Context: an optimization exercise on an open-source flow, tuned for small area. The choices shown serve that exercise and are no tape-out recipe.
Only simulation tests tie the RTL to the original design; equivalence was not proved.
Power is estimated from default activity; no workload was simulated.

==> flow/design.v <==
module nb_engine (
    input  wire         clk,
    input  wire         rst,
    input  wire         cmd_valid,
    output wire         cmd_ready,
    input  wire [127:0] cmd_desc,
    output wire         busy,
    input  wire         src_valid,
    output wire         src_ready,
    input  wire [31:0]  src_data,
    output wire         dst_valid,
    output wire [31:0]  dst_data,
    input  wire [15:0]  cfg_wait_bound,
    input  wire         cfg_rfin_clk_low,
    output wire         bus_clk,
    output wire         bus_nrd,
    output wire         bus_start,
    output wire         bus_doe,
    output wire [7:0]   bus_dout,
    input  wire [7:0]   bus_din,
    input  wire         bus_nwait,
    output wire         irq_inhibit,
    input  wire [15:0]  owm_in,
    output wire         owm_we,
    output wire [15:0]  owm_wdata,
    output wire [1:0]   status_code,
    output wire [1:0]   status_where,
    output wire [31:0]  status_index,
    output wire [39:0]  status_addr
);
    localparam [15:0] M_BUS = 16'h01FF;
    localparam [7:0] OPC_POKE = 8'h01;
    localparam [7:0] OPC_PEEK = 8'h02;
    localparam [5:0]
        S_IDLE    = 6'd0,
        S_END     = 6'd1,
        S_A_NRD   = 6'd2,
        S_A_START = 6'd3,
        S_A_DIR   = 6'd4,
        S_A_WAIT  = 6'd5,
        S_A_CE1   = 6'd6,
        S_A_CE2   = 6'd7,
        S_A_CE3   = 6'd8,
        S_A_DRV   = 6'd9,
        S_A_HI    = 6'd10,
        S_A_LO    = 6'd11,
        S_A_CX1   = 6'd12,
        S_A_CX2   = 6'd13,
        S_W_NRD   = 6'd14,
        S_W_START = 6'd15,
        S_W_DIR   = 6'd16,
        S_W_CE1   = 6'd17,
        S_W_CE2   = 6'd18,
        S_W_CE3   = 6'd19,
        S_W_DRV   = 6'd20,
        S_W_HI    = 6'd21,
        S_W_LO    = 6'd22,
        S_W_CX1   = 6'd23,
        S_W_CX2   = 6'd24,
        S_W_WAIT  = 6'd25,
        S_R_DIR   = 6'd26,
        S_R_NRD   = 6'd27,
        S_R_LO    = 6'd28,
        S_R_HI    = 6'd29,
        S_R_SMP   = 6'd30,
        S_F_CLK   = 6'd31,
        S_F_NRD   = 6'd32,
        S_F_DIR   = 6'd33,
        S_F_WAIT  = 6'd34;
    reg [5:0]  seq;
    reg        op_peek;
    reg [39:0] a;              
    reg [31:0] n;              
    reg [31:0] i;              
    reg        fin;            
    reg [31:0] w;              
    reg [15:0] c;              
    reg [15:0] owm_saved;
    reg        clk_r, nrd_r, start_r, doe_r;
    reg [7:0]  dout_r;
    reg        dst_valid_r;
    reg        st_tmo, st_con;
    reg [1:0]  st_wh;
    reg [31:0] st_index;
    reg [39:0] st_addr;
    wire [7:0]  d_opc  = cmd_desc[127:120];
    wire [23:0] d_rsv  = cmd_desc[119:96];
    wire [31:0] d_n    = cmd_desc[95:64];
    wire [39:0] d_addr = cmd_desc[39:0];
    wire        d_ok   = (d_rsv == 24'd0) && (d_opc == OPC_POKE || d_opc == OPC_PEEK);
    wire        d_n0   = (d_n == 32'd0);
    wire [40:0] a_cy;
    wire [32:0] i_cy;
    wire [16:0] c_cy;
    assign a_cy[0] = 1'b1;
    assign i_cy[0] = 1'b1;
    assign c_cy[0] = 1'b1;
    genvar g;
    generate
        for (g = 0; g < 40; g = g + 1) begin : g_a
            assign a_cy[g+1] = a_cy[g] & a[g];
        end
        for (g = 0; g < 32; g = g + 1) begin : g_i
            assign i_cy[g+1] = i_cy[g] & i[g];
        end
        for (g = 0; g < 16; g = g + 1) begin : g_c
            assign c_cy[g+1] = c_cy[g] & c[g];
        end
    endgenerate
    wire [39:0] a_inc = a ^ a_cy[39:0];
    wire [31:0] i_inc = i ^ i_cy[31:0];
    wire        last  = (i_inc == n);
    wire        pg_end = (a[7:0] == 8'hFF);
    wire [15:0] c_inc = c ^ c_cy[15:0];
    wire timeout = (cfg_wait_bound != 16'd0) && (c_inc == cfg_wait_bound);
    wire [5:0] rfin_first = cfg_rfin_clk_low ? S_F_CLK : S_F_NRD;
    wire idle = (seq == S_IDLE);
    wire s_drv = (seq == S_A_DRV) || (seq == S_W_DRV);
    wire s_cx2 = (seq == S_A_CX2) || (seq == S_W_CX2);
    wire in_cs = (seq >= S_A_CE2 && seq <= S_A_CX2) || (seq >= S_W_CE2 && seq <= S_W_CX2);
    reg [7:0] a_byte;
    always @(*) begin
        case (c[2:0])
            3'd0:    a_byte = a[7:0];
            3'd1:    a_byte = a[15:8];
            3'd2:    a_byte = a[23:16];
            3'd3:    a_byte = a[31:24];
            default: a_byte = a[39:32];
        endcase
    end
    wire smp_last = (seq == S_R_SMP) && (c[1:0] == 2'd3);
    wire w_go     = (seq == S_W_WAIT) && bus_nwait;
    wire step     = smp_last || w_go;
    wire tmo_ev = ((seq == S_A_WAIT) || (seq == S_W_WAIT) || (seq == S_F_WAIT)) && !bus_nwait && timeout;
    assign cmd_ready    = idle;
    assign busy         = !idle;
    assign src_ready    = (seq == S_W_NRD);
    assign dst_valid    = dst_valid_r;
    assign dst_data     = w;
    assign bus_clk      = clk_r;
    assign bus_nrd      = nrd_r;
    assign bus_start    = start_r;
    assign bus_doe      = doe_r;
    assign bus_dout     = dout_r;
    assign irq_inhibit  = in_cs;
    assign owm_we       = (s_drv && c[2:0] == 3'd0) || s_cx2;
    assign owm_wdata    = s_cx2 ? owm_saved : M_BUS;
    assign status_code  = {st_con, st_tmo};
    assign status_where = {st_con | (st_tmo & st_wh[1]), st_con | (st_tmo & st_wh[0])};
    assign status_index = st_index & {32{st_tmo}};
    assign status_addr  = st_addr & {40{st_tmo}};
    always @(posedge clk) begin
        if (idle) begin
            a       <= d_addr;
            n       <= d_n;
            i       <= 32'd0;
            fin     <= d_n0;
            op_peek <= (d_opc == OPC_PEEK);
        end else if (step) begin
            a   <= a_inc;
            i   <= i_inc;
            fin <= last;
        end
        case (seq)
            S_A_WAIT, S_W_WAIT, S_F_WAIT, S_A_LO, S_W_LO, S_R_SMP:
                c <= c_inc;
            S_A_DRV, S_A_HI, S_W_DRV, S_W_HI, S_R_LO, S_R_HI:
                c <= c;
            default:
                c <= 16'd0;
        endcase
        if (seq == S_W_NRD && src_valid)
            w <= src_data;
        else if (seq == S_W_DRV || seq == S_R_SMP)
            w <= {bus_din, w[31:8]};
        if (seq == S_A_CE2 || seq == S_W_CE2)
            owm_saved <= owm_in;
        if (tmo_ev) begin
            st_index <= i;
            st_addr  <= a;
        end
    end
    always @(posedge clk) begin
        if (rst) begin
            seq         <= S_IDLE;
            clk_r       <= 1'b0;
            nrd_r       <= 1'b1;
            start_r     <= 1'b0;
            doe_r       <= 1'b1;
            dout_r      <= 8'd0;
            dst_valid_r <= 1'b0;
            st_tmo      <= 1'b0;
            st_con      <= 1'b0;
            st_wh       <= 2'd0;
        end else begin
            dst_valid_r <= smp_last;
            if (tmo_ev) begin
                st_tmo <= 1'b1;
                st_con <= 1'b0;
                st_wh  <= (seq == S_A_WAIT) ? 2'd0 : (seq == S_W_WAIT) ? 2'd1 : 2'd2;
                seq    <= S_IDLE;
            end else begin
                case (seq)
                    S_IDLE: begin
                        if (cmd_valid) begin
                            if (d_ok) begin
                                if (d_opc == OPC_POKE && d_n0)
                                    seq <= S_END;
                                else
                                    seq <= S_A_NRD;
                            end else begin
                                st_tmo <= 1'b0;
                                st_con <= 1'b1;
                            end
                        end
                    end
                    S_END: begin
                        st_tmo <= 1'b0;
                        st_con <= 1'b0;
                        seq    <= S_IDLE;
                    end
                    S_A_NRD:   seq <= S_A_START;
                    S_A_START: begin start_r <= 1'b1; seq <= S_A_DIR; end
                    S_A_DIR:   seq <= S_A_WAIT;
                    S_A_WAIT:  if (bus_nwait) seq <= S_A_CE1;
                    S_A_CE1:   seq <= S_A_CE2;
                    S_A_CE2:   seq <= S_A_CE3;
                    S_A_CE3:   seq <= S_A_DRV;
                    S_A_DRV: begin
                        dout_r  <= a_byte;
                        start_r <= (c[2:0] == 3'd0);
                        seq     <= S_A_HI;
                    end
                    S_A_HI:    begin clk_r <= 1'b1; seq <= S_A_LO; end
                    S_A_LO: begin
                        clk_r <= 1'b0;
                        seq   <= c[2] ? S_A_CX1 : S_A_DRV;
                    end
                    S_A_CX1:   seq <= S_A_CX2;
                    S_A_CX2: begin
                        if (!op_peek)
                            seq <= S_W_NRD;
                        else if (!fin)
                            seq <= S_R_DIR;
                        else
                            seq <= rfin_first;
                    end
                    S_W_NRD:   if (src_valid) seq <= S_W_START;
                    S_W_START: seq <= S_W_DIR;
                    S_W_DIR:   seq <= S_W_CE1;
                    S_W_CE1:   seq <= S_W_CE2;
                    S_W_CE2:   seq <= S_W_CE3;
                    S_W_CE3:   seq <= S_W_DRV;
                    S_W_DRV: begin
                        dout_r <= w[7:0];
                        seq    <= S_W_HI;
                    end
                    S_W_HI:    begin clk_r <= 1'b1; seq <= S_W_LO; end
                    S_W_LO: begin
                        clk_r <= 1'b0;
                        seq   <= (c[1:0] == 2'd3) ? S_W_CX1 : S_W_DRV;
                    end
                    S_W_CX1:   seq <= S_W_CX2;
                    S_W_CX2:   seq <= S_W_WAIT;
                    S_W_WAIT: begin
                        if (bus_nwait) begin
                            if (last)
                                seq <= S_END;
                            else
                                seq <= pg_end ? S_A_NRD : S_W_NRD;
                        end
                    end
                    S_R_DIR:   begin doe_r <= 1'b0; seq <= S_R_NRD; end
                    S_R_NRD:   begin nrd_r <= 1'b0; seq <= S_R_LO; end
                    S_R_LO:    begin clk_r <= 1'b0; seq <= S_R_HI; end
                    S_R_HI:    begin clk_r <= 1'b1; seq <= S_R_SMP; end
                    S_R_SMP: begin
                        if (c[1:0] == 2'd3)
                            seq <= (!last && !pg_end) ? S_R_DIR : rfin_first;
                        else
                            seq <= S_R_LO;
                    end
                    S_F_CLK:   begin clk_r <= 1'b0; seq <= S_F_NRD; end
                    S_F_NRD:   begin nrd_r <= 1'b1; seq <= S_F_DIR; end
                    S_F_DIR:   begin doe_r <= 1'b1; seq <= S_F_WAIT; end
                    S_F_WAIT:  if (bus_nwait) seq <= fin ? S_END : S_A_NRD;
                    default:   seq <= S_IDLE;
                endcase
            end
        end
    end
endmodule
==> flow/flow/run.sh <==
#!/bin/bash
# Standard layout, with the port buffers made from the smallest buffer cell.
set -euo pipefail
export BUFFER_PORTS_ARGS="-buffer_cell sky130_fd_sc_hd__buf_1"
bash standard.sh > standard.log 2>&1
==> flow/standard.sh <==
#!/bin/bash
# synth_recipe.tcl (not shown) runs the flow's synth.tcl, then flattens the netlist and writes it again
# the make line also repeats each setting of config.mk as NAME=value (left out here)
make -C /OpenROAD-flow-scripts/flow DESIGN_CONFIG=/design/flow/config.mk WORK_HOME=/design/flow/orfs CLKGATE_MAP_FILE= SYNTH_SCRIPT=/design/flow/synth_recipe.tcl "${@:-finish}"
==> flow/config.mk <==
export PLATFORM = sky130hd
export DESIGN_NAME = nb_engine
export DESIGN_NICKNAME = nb_engine
export VERILOG_FILES = /design/flow/design.v
export SDC_FILE = /design/flow/constraint.sdc
export NUM_CORES = 4
export LEC_CHECK = 0
export CAP_MARGIN = 20
export CORE_MARGIN = 2
export CORE_UTILIZATION = 60
export CTS_BUF_LIST = sky130_fd_sc_hd__clkbuf_8
export SLEW_MARGIN = 20
==> flow/constraint.sdc <==
create_clock -name core_clock -period 8.0 [get_ports {clk}]
set_input_delay 1.6000 -clock core_clock [delete_from_list [all_inputs] [get_ports {clk}]]
set_output_delay 1.6000 -clock core_clock [all_outputs]
set_load 0.01 [all_outputs]
==> results of run 1 <==
## worst max-delay path by stage
stage          slack [ns]  endpoint  from
5_1_grt             -0.04     a[39]  a[1]
2_1_floorplan        0.56     a[39]  a[0]
4_1_cts             0.004     a[39]  a[0]
3_3_place_gp         0.23     a[39]  a[1]
6_report             0.22     a[39]  a[1]
3_5_place_dp        -0.02     a[39]  a[0]
## area by class of cell
cell class                 count  area, um2  area share [%]
sequential                   265       7408           47.97
multi-input combinational    795       5350           34.64
timing repair buffer         344       1370           8.871
clock buffer                  54      743.2           4.812
tap                          275      344.1           2.228
clock inverter                28      168.9           1.094
inverter                      15      57.56          0.3727
antenna                        1      2.502         0.01620
## registers in the layout, indices dropped and copies added, names as in the netlist
signal	count
a	40
c	16
clk_r	1
doe_r	1
dout_r	8
dst_valid_r	1
fin	1
i	32
n	32
nrd_r	1
op_peek	1
owm_saved	16
seq	6
st_addr	40
st_con	1
st_index	32
st_tmo	1
st_wh	2
start_r	1
w	32
## timing repair
action	in CTS	in global routing
resized for setup	1	15
setup endpoints to repair	1	6
setup buffers	0	5
pin swaps	0	3
gates cloned	0	0
## kinds of logic (layout without fill, tap and decap cells)
group / Yosys count / count (layout) / synth area share [%]
muxes: 35 / 35 / 3.017
DFF: 265 / 265 / 57.05
and+or+nand+nor: 464 / 464 / 17.65
adders and majority gates: 86 / 86 / 8.288
xor gates and xnor gates: 55 / 55 / 3.711
other: 0 / 1 / 0
AOI/OAI and AO/OA: 155 / 155 / 8.019
buffers and inverters: 75 / 441 / 2.265
## per-layer routing
metal  vias to the layer above  GRT usage [%]
met5                         -              0
met4                         0          7.710
met3                        56          5.904
met2                       419          48.93
met1                      4743          36.11
li1                       4793              -
## worst max-delay path: cells and delay by family (launching register included)
kind | cells | cell delay [ns]
adder cells (fa/ha/maj) | 38 | 6.85
flip-flops | 1 | 0.42
XOR/XNOR | 1 | 0.14
AO/OA/AOI/OAI | 1 | 0.08
## cells in the final DEF, fill, tap and decap left out, types with 9 or more instances in the layout
master / synthesis / routed
inv_1: 15 / 34
nor2_1: 57 / 57
ha_1: 86 / 72
nor3_1: 9 / 9
a21oi_1: 59 / 58
xor2_1: 21 / 21
nand4_1: 9 / 9
xnor2_1: 34 / 34
nor4_1: 31 / 30
clkbuf_8: 0 / 54
ha_2: 0 / 14
o21ai_0: 17 / 17
buf_4: 2 / 21
a211oi_1: 14 / 14
buf_1: 15 / 323
edfxtp_1: 210 / 210
dfxtp_1: 55 / 54
nand2b_1: 16 / 16
nand2_1: 202 / 201
mux2_2: 33 / 33
and2_1: 93 / 93
## stage by stage
step	cells	total power [uW]
after floorplan	1135	2103
after global placement	1689	2295
after detailed placement	1689	2309
after CTS	1771	3512
after global routing	1777	3661
final	1777	3508
## Yosys cell counts (7+ instances only)
master    instances
a221oi_1          8
nor4_1           31
o21ai_0          17
a222oi_1          8
nor2_1           57
nor2b_1           8
dfxtp_1          55
nand4_1           9
nor3_1            9
inv_1            15
mux2_2           33
ha_1             86
nand2_1         202
a21oi_1          59
edfxtp_1        210
a211oi_1         14
xor2_1           21
and2_1           93
xnor2_1          34
clkbuf_1         39
nand3_1           7
nand2b_1         16
buf_1            15
## power by group through the flow
stage / registers [uW] / logic (uW) / clock network (uW)
6_report: 1820 / 479 / 1210
3_3_place_gp: 1840 / 453 / 0
4_1_cts: 1820 / 465 / 1230
2_1_floorplan: 1800 / 304 / 0
3_5_place_dp: 1850 / 462 / 0
5_1_grt: 1830 / 537 / 1290
==> results.cfg, run 1 <==
[floorplan]
num_rows = 53
pin_count = 348
die-area_mm2 = 0.02283
initial_core_util_pct = 61.37
die_h_um = 151.1
core_area_mm2 = 0.02115
die_x_um = 151.1

[global_routing]
grt_pass1_vias = 9461
grt.total_usage_pct = 28.21
grt_start_max_net_pins = 77
antenna_found_initial = 1
grt_overflow = 0
grt_pass1_wl_um = 49290

[worst_setup_path]
crit_type = register to register
cpMostUsedCell = ha_1
slowest_stage = edfxtp_1
cp-end-kind = register
start_kind = register
rrSetupSlack_ns = 0.22
worstPathArrival_ns = 8.04
r2r_end = a[39]
r2r_cells = 40
critPathMaxStageDelay_ns = 0.42
crit_path_max_fanout = 3
required_ns = 8.26
r2r_start = a[1]

[yosys]
synth_async_sr_flop_share_pct = 0
synth_area_leader_cell = edfxtp_1
synth_seq_area_share_pct = 57.05
synth_edf_count = 210
synth_nets = 1427
ys_top_cells_by_area = edfxtp_1, dfxtp_1, ha_1
ys_warn_count = 1
synth_cell_types = 67
ys_ff_latch = 265
yosysTopAreaCellShare_pct = 48.57
synth-main-ff-cell = edfxtp_1
syn-mean-instance-area_um2 = 11.44
synthCells = 1135
netlist_area_mm2 = 0.01298

[layout]
drive_gt1_share_pct = 9.460
fill_cells = 1608
area_growth_pct = 18.97
layout.nets = 1757
final_area_mm2 = 0.01544
utilization_pct = 73.01

[clock_network]
clk_pin_slew_ns = 0.06
clk-insertion-delay-late_ns = 0.55
cts_root_buf = clkbuf_8
cts_tree = yes
cts_sinks = 265
clockBufferDepth = 3
htreeDepth = 2
hold_buffers = 0
numCtsBuffers = 44

[outcome]
status = no timing/DRC/antenna violations

[power_and_ir_drop]
p_int_uw = 2545
clkPwrFrac_pct = 34.5
switching_share_pct = 27.43
cellPowerDensity_mw_per_mm2 = 227.1
p_seq_share_pct = 51.9
power.switching_uw = 962.3
ir_drop_v = 0.0001664
combPwrFrac_pct = 13.7
cellLeakagePower_uw = 0.005988

[timing]
hold_slack_ns = 0.4632
period_needed_ns = 7.777
fin_ws_ns = 0.2232
max-slew-margin-rel_pct = 29.56
worst_pin_slew_ns = 1.057
final-hold-violation-count = 0
drv_slew = 0
fin_skew_ns = 0.01675
max_clock_freq_mhz = 128.6
fin_crit_sh_pct = 97.21
tns_ns = 0
setup_viol = 0

[placement]
place_congestion = 0.9441
hpwl_um = 23410
pre_cts_slack_ns = -0.02108
numPortBuffers = 323
place_area_mm2 = 0.01445

[drt]
drc = 0
avgViaCountPerCell = 5.634
wl_met2_um = 16390
routedWlPerCell_um = 18.50
vias = 10010
drt_iter0_drc = 894
ant_nets = 0
wl_um = 32880
wl_met1_um = 13290
top_layer = met4
drt_first_pass_iters = 6
route.met3.wl_um = 2457

[job]
maxCapViolCount = 0

[worst_hold_path]
holdPathEnd = st_index[1]
whs_path_depth = 0
hold_path_class = register to register
hold_path.startpoint = i[1]
==> run 2: changes to the inputs <==
--- a/flow/config.mk
+++ b/flow/config.mk
@@ -9,4 +9,3 @@
 export CORE_MARGIN = 2
-export CORE_UTILIZATION = 60
-export CTS_BUF_LIST = sky130_fd_sc_hd__clkbuf_8
+export CORE_UTILIZATION = 40
 export SLEW_MARGIN = 20
==> results.cfg, run 2 <==
[floorplan]
die-area_mm2 = 0.03391
pin_count = 348
core_area_mm2 = 0.03172
die_h_um = 184.2
die_x_um = 184.2
initial_core_util_pct = 40.93
num_rows = 65

[power_and_ir_drop]
cellPowerDensity_mw_per_mm2 = 231.7
clkPwrFrac_pct = 36.4
cellLeakagePower_uw = 0.005926
p_int_uw = 2641
power.switching_uw = 984.9
ir_drop_v = 0.0001597
p_seq_share_pct = 50.2
combPwrFrac_pct = 13.3
power_uw = 3626
switching_share_pct = 27.17

[clock_network]
clk_pin_slew_ns = 0.06
hold_buffers = 0
cts_sinks = 265
clk-insertion-delay-late_ns = 0.57
clockBufferDepth = 3
numCtsBuffers = 30
cts_root_buf = clkbuf_16
cts_tree = yes
htreeDepth = 1

[layout]
layout_common_cells = buf_1, edfxtp_1, nand2_1
final_area_mm2 = 0.01565
final_common_cell = buf_1
reg_top3 = a: 40 flops, st_addr: 40 flops
drive_gt1_share_pct = 8.418
n_antenna_cell = 0
area_growth_pct = 20.54
layout.nets = 1742

[timing]
max_clock_freq_mhz = 130.9
max-slew-margin-rel_pct = 27.78
setup_viol = 0
worst_pin_slew_ns = 1.083
fin_skew_ns = 0.02951
final-hold-violation-count = 0
drv_slew = 0
fin_crit_sh_pct = 95.48
period_needed_ns = 7.638
hold_slack_ns = 0.4608

[drt]
wl_um = 36010
ant_nets = 0
drt_first_pass_iters = 5
drc = 0
vias = 9798
drt_iter0_drc = 582
routedWlPerCell_um = 19.21
avgViaCountPerCell = 5.226

[placement]
hpwl_um = 26550
place_congestion = 0.8611
numPortBuffers = 323
place_area_mm2 = 0.01462

[yosys]
syn-mean-instance-area_um2 = 11.44
yosysTopAreaCellShare_pct = 48.57
synth-main-ff-cell = edfxtp_1
synth_seq_area_share_pct = 57.05
synth_async_sr_flop_share_pct = 0
synth_cell_types = 67
ys_warn_count = 1
ys_top_cells_by_area = edfxtp_1, dfxtp_1, ha_1
synth_nets = 1427
synth_area_leader_cell = edfxtp_1
synth.most_common_cell = edfxtp_1
ys_ff_latch = 265
synthTopCellsByCount = edfxtp_1, nand2_1, and2_1
synthCells = 1135
synth_edf_count = 210
netlist_area_mm2 = 0.01298

[worst_setup_path]
critPathMaxStageDelay_ns = 0.39
crit_path_max_fanout = 2
cp-end-kind = register
slowest_stage = edfxtp_1
worstPathArrival_ns = 7.93
r2r_cells = 40
critPathTopFamily = adder cells
required_ns = 8.29
crit_cells = 40
path_buf_inv = 0
crit_type = register to register
cpMostUsedCell = ha_1
start_kind = register

[global_routing]
grt_overflow = 0
grt_pass1_vias = 9508
antenna_found_initial = 1
grt_pass1_wl_um = 53390
grt.total_usage_pct = 20.56
grt_start_max_net_pins = 70

[job]
maxCapViolCount = 0

[outcome]
status = no timing/DRC/antenna violations

[worst_hold_path]
whs_path_depth = 0
hold_path_class = register to register
[run 2: cell counts after synthesis]
No cell type changed its count.
[run 2: power by group through the flow]
stage | logic [uW] | clock network (uW) | registers [uW]
after floorplan | 304 | 0 | 1800
after global placement | 472 | 0 | 1850
after detailed placement | 473 | 0 | 1850
after CTS | 476 | 1350 | 1820
after global routing | 544 | 1400 | 1840
final | 483 | 1320 | 1820
[run 2: worst paths after layout]
| path | startpoint | end | slack, ns |
|---|---|---|---|
| setup / recovery | a[1] | a[39] | 0.36 |
| hold / removal | i[1] | st_index[1] | 0.46 |
| setup reg to reg | a[1] | a[39] | 0.36 |
| hold reg to reg | i[1] | st_index[1] | 0.46 |
[run 2: repair_timing]
action / 4_1_cts / 5_1_grt
resized for setup: 0 / 13
endpoints found under the setup margin: 0 / 7
buffers inserted: 0 / 4
[run 2: kinds of logic after synthesis]
kind of cell	after synthesis	synth area share [%]
AND/OR/NAND/NOR	464	17.65
flip-flops	265	57.05
AO/OA/AOI/OAI	155	8.019
adder cells (fa/ha/maj)	86	8.288
buffers and inverters	75	2.265
XOR/XNOR	55	3.711
multiplexers	35	3.017
[run 2: layout make-up]
class	instances	area (um2)
fill	2991	16070
sequential	265	7408
multi-input combinational	795	5340
timing repair buffer	343	1375
clock buffer	42	855.8
tap	402	503.0
clock inverter	13	108.9
inverter	15	57.56
[run 2: layer usage]
layer | GRT usage, % | routed length (um) | vias up
met1 | 26.60 | 15450 | 4657
met3 | 4.446 | 2474 | 43
met2 | 35.26 | 17320 | 330
met4 | 4.864 | 758 | 2
met5 | 0 | 14 | -
li1 | - | - | 4766
[run 2: per-stage QoR]
step	setup TNS (ns)	instances	utilization, %	setup slack [ns]
6_report	0	1875	49.34	0.3618
5_1_grt	-0.1064	1875	49.34	-0.08472
4_1_cts	0	1871	49.14	0.08547
3_5_place_dp	0	1816	46.10	0.1064
3_3_place_gp	0	1816	46.10	0.1946
2_1_floorplan	0	1135	-	0.5609
==> run 3: changes to the inputs <==
--- a/flow/config.mk
+++ b/flow/config.mk
@@ -9,3 +9,6 @@
 export CORE_MARGIN = 2
-export CORE_UTILIZATION = 40
+export CORE_UTILIZATION = 60
+export CTS_BUF_LIST = sky130_fd_sc_hd__clkbuf_16
+export CTS_CLUSTER_DIAMETER = 100
+export CTS_CLUSTER_SIZE = 30
 export SLEW_MARGIN = 20
==> results.cfg, run 3 <==
[yosys]
ys_ff_latch = 265
synth-simple-area-share_pct = 17.65
synth_compound_area_share_pct = 8.019
synth.area.mux_share_pct = 3.017
synth_seq_area_share_pct = 57.05
synth_area_leader_cell = edfxtp_1
synthTopCellsByCount = edfxtp_1, nand2_1, and2_1
synthAdderAreaFrac_pct = 8.288
synth_cell_types = 67
yosysTopAreaCellShare_pct = 48.57
synth.most_common_cell = edfxtp_1
ys_top_cells_by_area = edfxtp_1, dfxtp_1, ha_1
synthCells = 1135
netlist_area_mm2 = 0.01298
synth_edf_count = 210
ys_warn_count = 1
synth-main-ff-cell = edfxtp_1
synth_nets = 1427
yosys.area_share.xor_xnor_pct = 3.710
synth_async_sr_flop_share_pct = 0
syn-mean-instance-area_um2 = 11.44
synth_top_family_by_area = simple AND/OR/NAND/NOR gates

[floorplan]
core_area_mm2 = 0.02115
die_h_um = 151.1
die_x_um = 151.1
num_rows = 53
die-area_mm2 = 0.02283
initial_core_util_pct = 61.37
pin_count = 348

[drt]
avgViaCountPerCell = 5.717
ant_nets = 0
wl_um = 32080
drc = 0
routedWlPerCell_um = 18.71
drt_first_pass_iters = 6
vias = 9804
drt_iter0_drc = 775

[clock_network]
htreeDepth = 1
clk_pin_slew_ns = 0.12
cts_root_buf = clkbuf_16
clk-insertion-delay-late_ns = 0.49
numCtsBuffers = 12
clockBufferDepth = 3
cts_sinks = 265
cts_tree = yes
hold_buffers = 0

[worst_setup_path]
slowest_stage = edfxtp_1
crit_path_max_fanout = 3
worstPathArrival_ns = 8.00
path_buf_inv = 0
cpMostUsedCell = ha_1
critPathMaxStageDelay_ns = 0.44
start_kind = register
rrSetupSlack_ns = 0.23
cp-end-kind = register
required_ns = 8.23
r2r_start = a[1]
critPathTopFamily = adder cells
crit_type = register to register
r2r_end = a[39]
r2r_cells = 40

[power_and_ir_drop]
clkPwrFrac_pct = 23.9
cellPowerDensity_mw_per_mm2 = 202.4
p_int_uw = 2165
power.switching_uw = 845.2
p_seq_share_pct = 60.3
combPwrFrac_pct = 15.9
cellLeakagePower_uw = 0.005651
switching_share_pct = 28.07
ir_drop_v = 0.0001528

[worst_hold_path]
holdPathEnd = st_index[2]
whs_path_depth = 0
hold_path.startpoint = i[2]
hold_path_class = register to register

[timing]
fin_ws_ns = 0.2310
grt_setup_unrepaired = true
final-hold-violation-count = 0
period_needed_ns = 7.769
max-slew-margin-rel_pct = 29.97
max_clock_freq_mhz = 128.7
tns_ns = 0
drv_slew = 0
worst_pin_slew_ns = 1.050
fin_crit_sh_pct = 97.11
setup_viol = 0
fin_skew_ns = 0.01428

[layout]
reg_top3 = a: 40 flops, st_addr: 40 flops
area_growth_pct = 14.58
layout.nets = 1725
instances_no_fill = 1715
final_common_cell = buf_1
drive_gt1_share_pct = 6.393
layout_common_cells = buf_1, edfxtp_1, nand2_1
utilization_pct = 70.32

[placement]
hpwl_um = 23410
pre_cts_slack_ns = -0.02108
place_congestion = 0.9441
numPortBuffers = 323
placed_cells = 1689

[global_routing]
grt_overflow = 0
grt_pass1_vias = 9069
grt_start_max_net_pins = 77
grt.total_usage_pct = 27.37
grt_pass1_wl_um = 47840
antenna_found_initial = 1

[job]
maxCapViolCount = 0

[outcome]
status = no timing/DRC/antenna violations
==> run 3: cell types whose count changed in the layout (fill, tap and decap cells not counted), moves of 6 or more <==
cell       previous run  this run
clkbuf_1              6         0
clkbuf_16            30        13
clkbuf_8              6         0
clkinv_2              7         1
inv_1                13        19
==> run 3: final cells by class <==
class / instances / area, um2
Sequential cell: 265 / 7408
Multi-Input combinational cell: 795 / 5339
Clock inverter: 7 / 28.78
Fill cell: 1667 / 6279
Tap cell: 275 / 344.1
Timing Repair Buffer: 344 / 1370
Inverter: 15 / 57.56
Antenna cell: 1 / 2.502
Clock buffer: 13 / 325.3
==> run 3: power by group through the flow <==
stage / Combinational, uW / Clock (uW) / Sequential (uW)
after global routing: 535 / 776 / 1830
after floorplan: 304 / 0 / 1800
after CTS: 465 / 729 / 1810
final: 477 / 718 / 1820
after global placement: 453 / 0 / 1840
after detailed placement: 462 / 0 / 1850
==> run 3: how the worst max path moves through the flow <==
stage	startpoint	endpoint	slack (ns)	cells after the start
finish	a[1]	a[39]	0.23	40
global route	a[1]	a[39]	-0.07	40
CTS	a[0]	a[39]	0.01	40
detailed placement	a[0]	a[39]	-0.02	40
global placement	a[1]	a[39]	0.23	40
floorplan	a[0]	a[39]	0.56	40
==> run 3: what timing repair did <==
item,CTS,global route
pin swaps,0,2
gates resized for setup,1,10
setup buffers,0,5
endpoints found under the hold margin,0,0
setup endpoints to repair,1,7
==> run 3: per-stage QoR <==
step	hold WS [ns]	instance area, um2	power, uW
floorplan	0.4341	12980	2103
global placement	0.4405	14450	2295
detailed placement	0.4508	14450	2309
CTS	0.4696	14810	3008
global route	0.4913	14880	3142
finish	0.4735	14880	3010
==> run 3: logic make-up after synthesis <==
logic type,count (synthesis)
multiplexers,35
XOR/XNOR,55
AO/OA/AOI/OAI,155
buffers and inverters,75
adder cells (fa/ha/maj),86
flip-flops,265
AND/OR/NAND/NOR,464
==> run 3: routing by layer <==
layer,global-route usage (%),share of wire [%]
met3,4.488,7.2
met2,47.68,50
met4,7.056,2.1
met1,35.85,41
met5,0,0
==> run 3: worst reg2reg max path: cells and delay by family, from the launching register on <==
family	cells	cell delay [ns]
AOI/OAI and AO/OA	1	0.08
DFF	1	0.44
adders and majority gates	38	6.89
xor gates and xnor gates	1	0.12
==> run 4: changes to the inputs <==
==> flow/run.sh (new file) <==
#!/bin/bash
# synth_recipe.tcl (not shown) runs the flow's synth.tcl, then flattens the netlist and writes it again
# the make line also repeats each setting of config.mk as NAME=value (left out here)
make -C /OpenROAD-flow-scripts/flow DESIGN_CONFIG=/design/flow/config.mk WORK_HOME=/design/flow/orfs CLKGATE_MAP_FILE= SYNTH_SCRIPT=/design/flow/synth_recipe.tcl finish
--- a/flow/config.mk
+++ b/flow/config.mk
@@ -9,6 +9,3 @@
 export CORE_MARGIN = 2
-export CORE_UTILIZATION = 60
-export CTS_BUF_LIST = sky130_fd_sc_hd__clkbuf_16
-export CTS_CLUSTER_DIAMETER = 100
-export CTS_CLUSTER_SIZE = 30
+export CORE_UTILIZATION = 40
 export SLEW_MARGIN = 20
removed: flow/flow/run.sh
removed: flow/standard.sh
==> results.cfg, run 4 <==
[floorplan]
core_area_mm2 = 0.03172
num_rows = 65
pin_count = 348
die_x_um = 184.2
initial_core_util_pct = 40.93
die-area_mm2 = 0.03391
die_h_um = 184.2

[layout]
n_antenna_cell = 0
final_common_cell = clkdlybuf4s50_1
reg_top3 = a: 40 flops, st_addr: 40 flops
instances_no_fill = 1878
multiInputGateArea_mm2 = 0.005346
drive_gt1_share_pct = 8.401
layout.nets = 1744
area_growth_pct = 36.31
ff_latch_area_mm2 = 0.007408
layout_common_cells = clkdlybuf4s50_1, edfxtp_1, nand2_1
fill_cells = 2772
final_area_mm2 = 0.01770

[global_routing]
grt_util_met2_pct = 35.29
grt_pass1_vias = 9781
grt_overflow = 0
use_met1_pct = 29.24
grt_pass1_wl_um = 56280
top_usage_layer = met2
grt.total_usage_pct = 21.67
met3_usage_pct = 5.335
antenna_found_initial = 1
grt_start_max_net_pins = 74

[clock_network]
hold_buffers = 0
numCtsBuffers = 30
clk_pin_slew_ns = 0.06
cts_sinks = 265
cts_tree = yes
htreeDepth = 1
clk-insertion-delay-late_ns = 0.57
cts_root_buf = clkbuf_16
clockBufferDepth = 3

[placement]
place_congestion = 0.8838
place_area_mm2 = 0.01666
placed_cells = 1818
hpwl_um = 27590
numPortBuffers = 323

[yosys]
synth.most_common_cell = edfxtp_1
ys_warn_count = 1
synth_edf_count = 210
ys_ff_latch = 265
synth_nets = 1427
yosysTopAreaCellShare_pct = 48.57
synth_area_leader_cell = edfxtp_1
ys_top_cells_by_area = edfxtp_1, dfxtp_1, ha_1
netlist_area_mm2 = 0.01298
syn-mean-instance-area_um2 = 11.44
synth_async_sr_flop_share_pct = 0
synthTopCellsByCount = edfxtp_1, nand2_1, and2_1
synth_seq_area_share_pct = 57.05
synthCells = 1135
synth_cell_types = 67
synth-main-ff-cell = edfxtp_1

[worst_setup_path]
path_buf_inv = 0
critPathTopFamily = adder cells
r2r_start = a[1]
slowest_stage = edfxtp_1
crit_path_max_fanout = 2
start_kind = register
worstPathArrival_ns = 7.97
required_ns = 8.28
cpMostUsedCell = ha_1
startpoint = a[1]
critPathMaxStageDelay_ns = 0.39
cp-end-kind = register
crit_type = register to register

[drt]
drt_first_pass_iters = 5
drt_iter0_drc = 515
ant_nets = 0
drc = 0
vias = 9849
avgViaCountPerCell = 5.244
wl_um = 37420
routedWlPerCell_um = 19.92

[worst_hold_path]
hold_path_class = register to register
hold_path.startpoint = i[22]

[power_and_ir_drop]
ir_drop_v = 0.0001738
cellPowerDensity_mw_per_mm2 = 210.3
power_uw = 3723
cellLeakagePower_uw = 0.006777

[timing]
setup_viol = 0
final-hold-violation-count = 0
drv_slew = 0
max-slew-margin-rel_pct = 34.03
fin_skew_ns = 0.01607
period_needed_ns = 7.689
fin_crit_sh_pct = 96.11
worst_pin_slew_ns = 0.9806
max_clock_freq_mhz = 130.1

[job]
maxCapViolCount = 0

[outcome]
status = no timing/DRC/antenna violations
run 4: cell counts after synthesis:
No cell type changed its count.
run 4: cell type report:
| class | count | share of cell area, % |
|---|---|---|
| clock inverter | 16 | 0.8626 |
| clock buffer | 40 | 4.624 |
| multi-input combinational | 795 | 30.21 |
| timing repair buffer | 345 | 19.27 |
| inverter | 15 | 0.3252 |
| sequential | 265 | 41.86 |
| tap | 402 | 2.842 |
run 4: worst paths after layout:
| check | endpoint | cells after the start | slack [ns] |
|---|---|---|---|
| min reg2reg | st_index[22] | 0 | 0.47 |
| max reg2reg | a[39] | 40 | 0.31 |
| min | st_index[22] | 0 | 0.47 |
| max | a[39] | 40 | 0.31 |
run 4: logic make-up (layout without fill, tap and decap cells):
kind of cell | after synthesis | count (layout) | share of synthesized area, %
and+or+nand+nor | 464 | 464 | 17.65
adders and majority gates | 86 | 86 | 8.288
DFF | 265 | 265 | 57.05
buffers and inverters | 75 | 416 | 2.265
AOI/OAI and AO/OA | 155 | 155 | 8.019
xor gates and xnor gates | 55 | 55 | 3.711
muxes | 35 | 35 | 3.017
run 4: repair_timing:
action / 4_1_cts / 5_1_grt
endpoints found under the setup margin: 0 / 7
gates resized for setup: 0 / 13
buffers inserted: 0 / 4
run 4: per-layer routing:
metal,vias to the layer above,part of all wire [%]
met4,2,2.2
li1,4767,-
met5,-,0.051
met1,4674,43
met3,51,7.8
met2,355,47
run 4: through the flow:
stage / setup TNS [ns] / hold slack (ns) / utilization [%] / worst slack, ns
floorplan: 0 / 0.4341 / - / 0.5609
global placement: 0 / 0.4383 / 52.52 / 0.1818
detailed placement: 0 / 0.4475 / 52.52 / 0.04470
CTS: 0 / 0.4635 / 55.58 / 0.02125
global route: -0.007867 / 0.4699 / 55.79 / -0.007867
finish: 0 / 0.4656 / 55.79 / 0.3110
run 4: worst reg2reg max path: cells and delay by family (launching register included):
family / cells / cell delay, ns
compound gates: 1 / 0.08
xor+xnor: 1 / 0.15
flops: 1 / 0.39
fa+ha+maj: 38 / 6.80
run 4: report_power, final:
| group | total, uW | switching, uW | leakage, uW | internal [uW] |
|---|---|---|---|---|
| Clock | 1350 | 563 | 0.000479 | 784 |
| Combinational | 553 | 317 | 0.00371 | 237 |
| Sequential | 1820 | 126 | 0.00259 | 1700 |
| Total | 3720 | 1010 | 0.00678 | 2720 |

-- separate check: timing with driven ports --
Ports are ideal in the flow. The routed layouts listed here were re-timed in OpenROAD. Step 1 (the two cells are an assumption about what drives the block):
set clk [get_ports {clk}]
set_driving_cell -lib_cell sky130_fd_sc_hd__clkbuf_16 $clk
set_driving_cell -lib_cell sky130_fd_sc_hd__buf_2 [delete_from_list [all_inputs] $clk]
Step 2 times the ports against the registers' clock, not the clock port: input delays grow and output delays shrink by t, the midpoint of the rising clock arrivals with the driver on. Slacks: ideal ports / drivers / drivers and shift; pairs: ideal ports / drivers.
| run | t, ns | slack for setup (ns) | hold WS [ns] | worst setup path at the end | cell pins on the clock port's net |
|---|---|---|---|---|---|
| run 1 | 0.585 | 0.223 / 0.223 / 0.223 | 0.463 / 0.463 / 0.463 | register to register | 1 |
| run 2 | 0.602 | 0.362 / 0.362 / 0.362 | 0.461 / 0.461 / 0.461 | register to register | 1 |
| run 3 | 0.536 | 0.231 / 0.231 / 0.231 | 0.473 / 0.473 / 0.473 | register to register | 1 |
| run 4 | 0.611 | 0.311 / 0.311 / 0.311 | 0.466 / 0.466 / 0.466 | register to register | 1 |
After both steps every run listed still meets setup and hold.
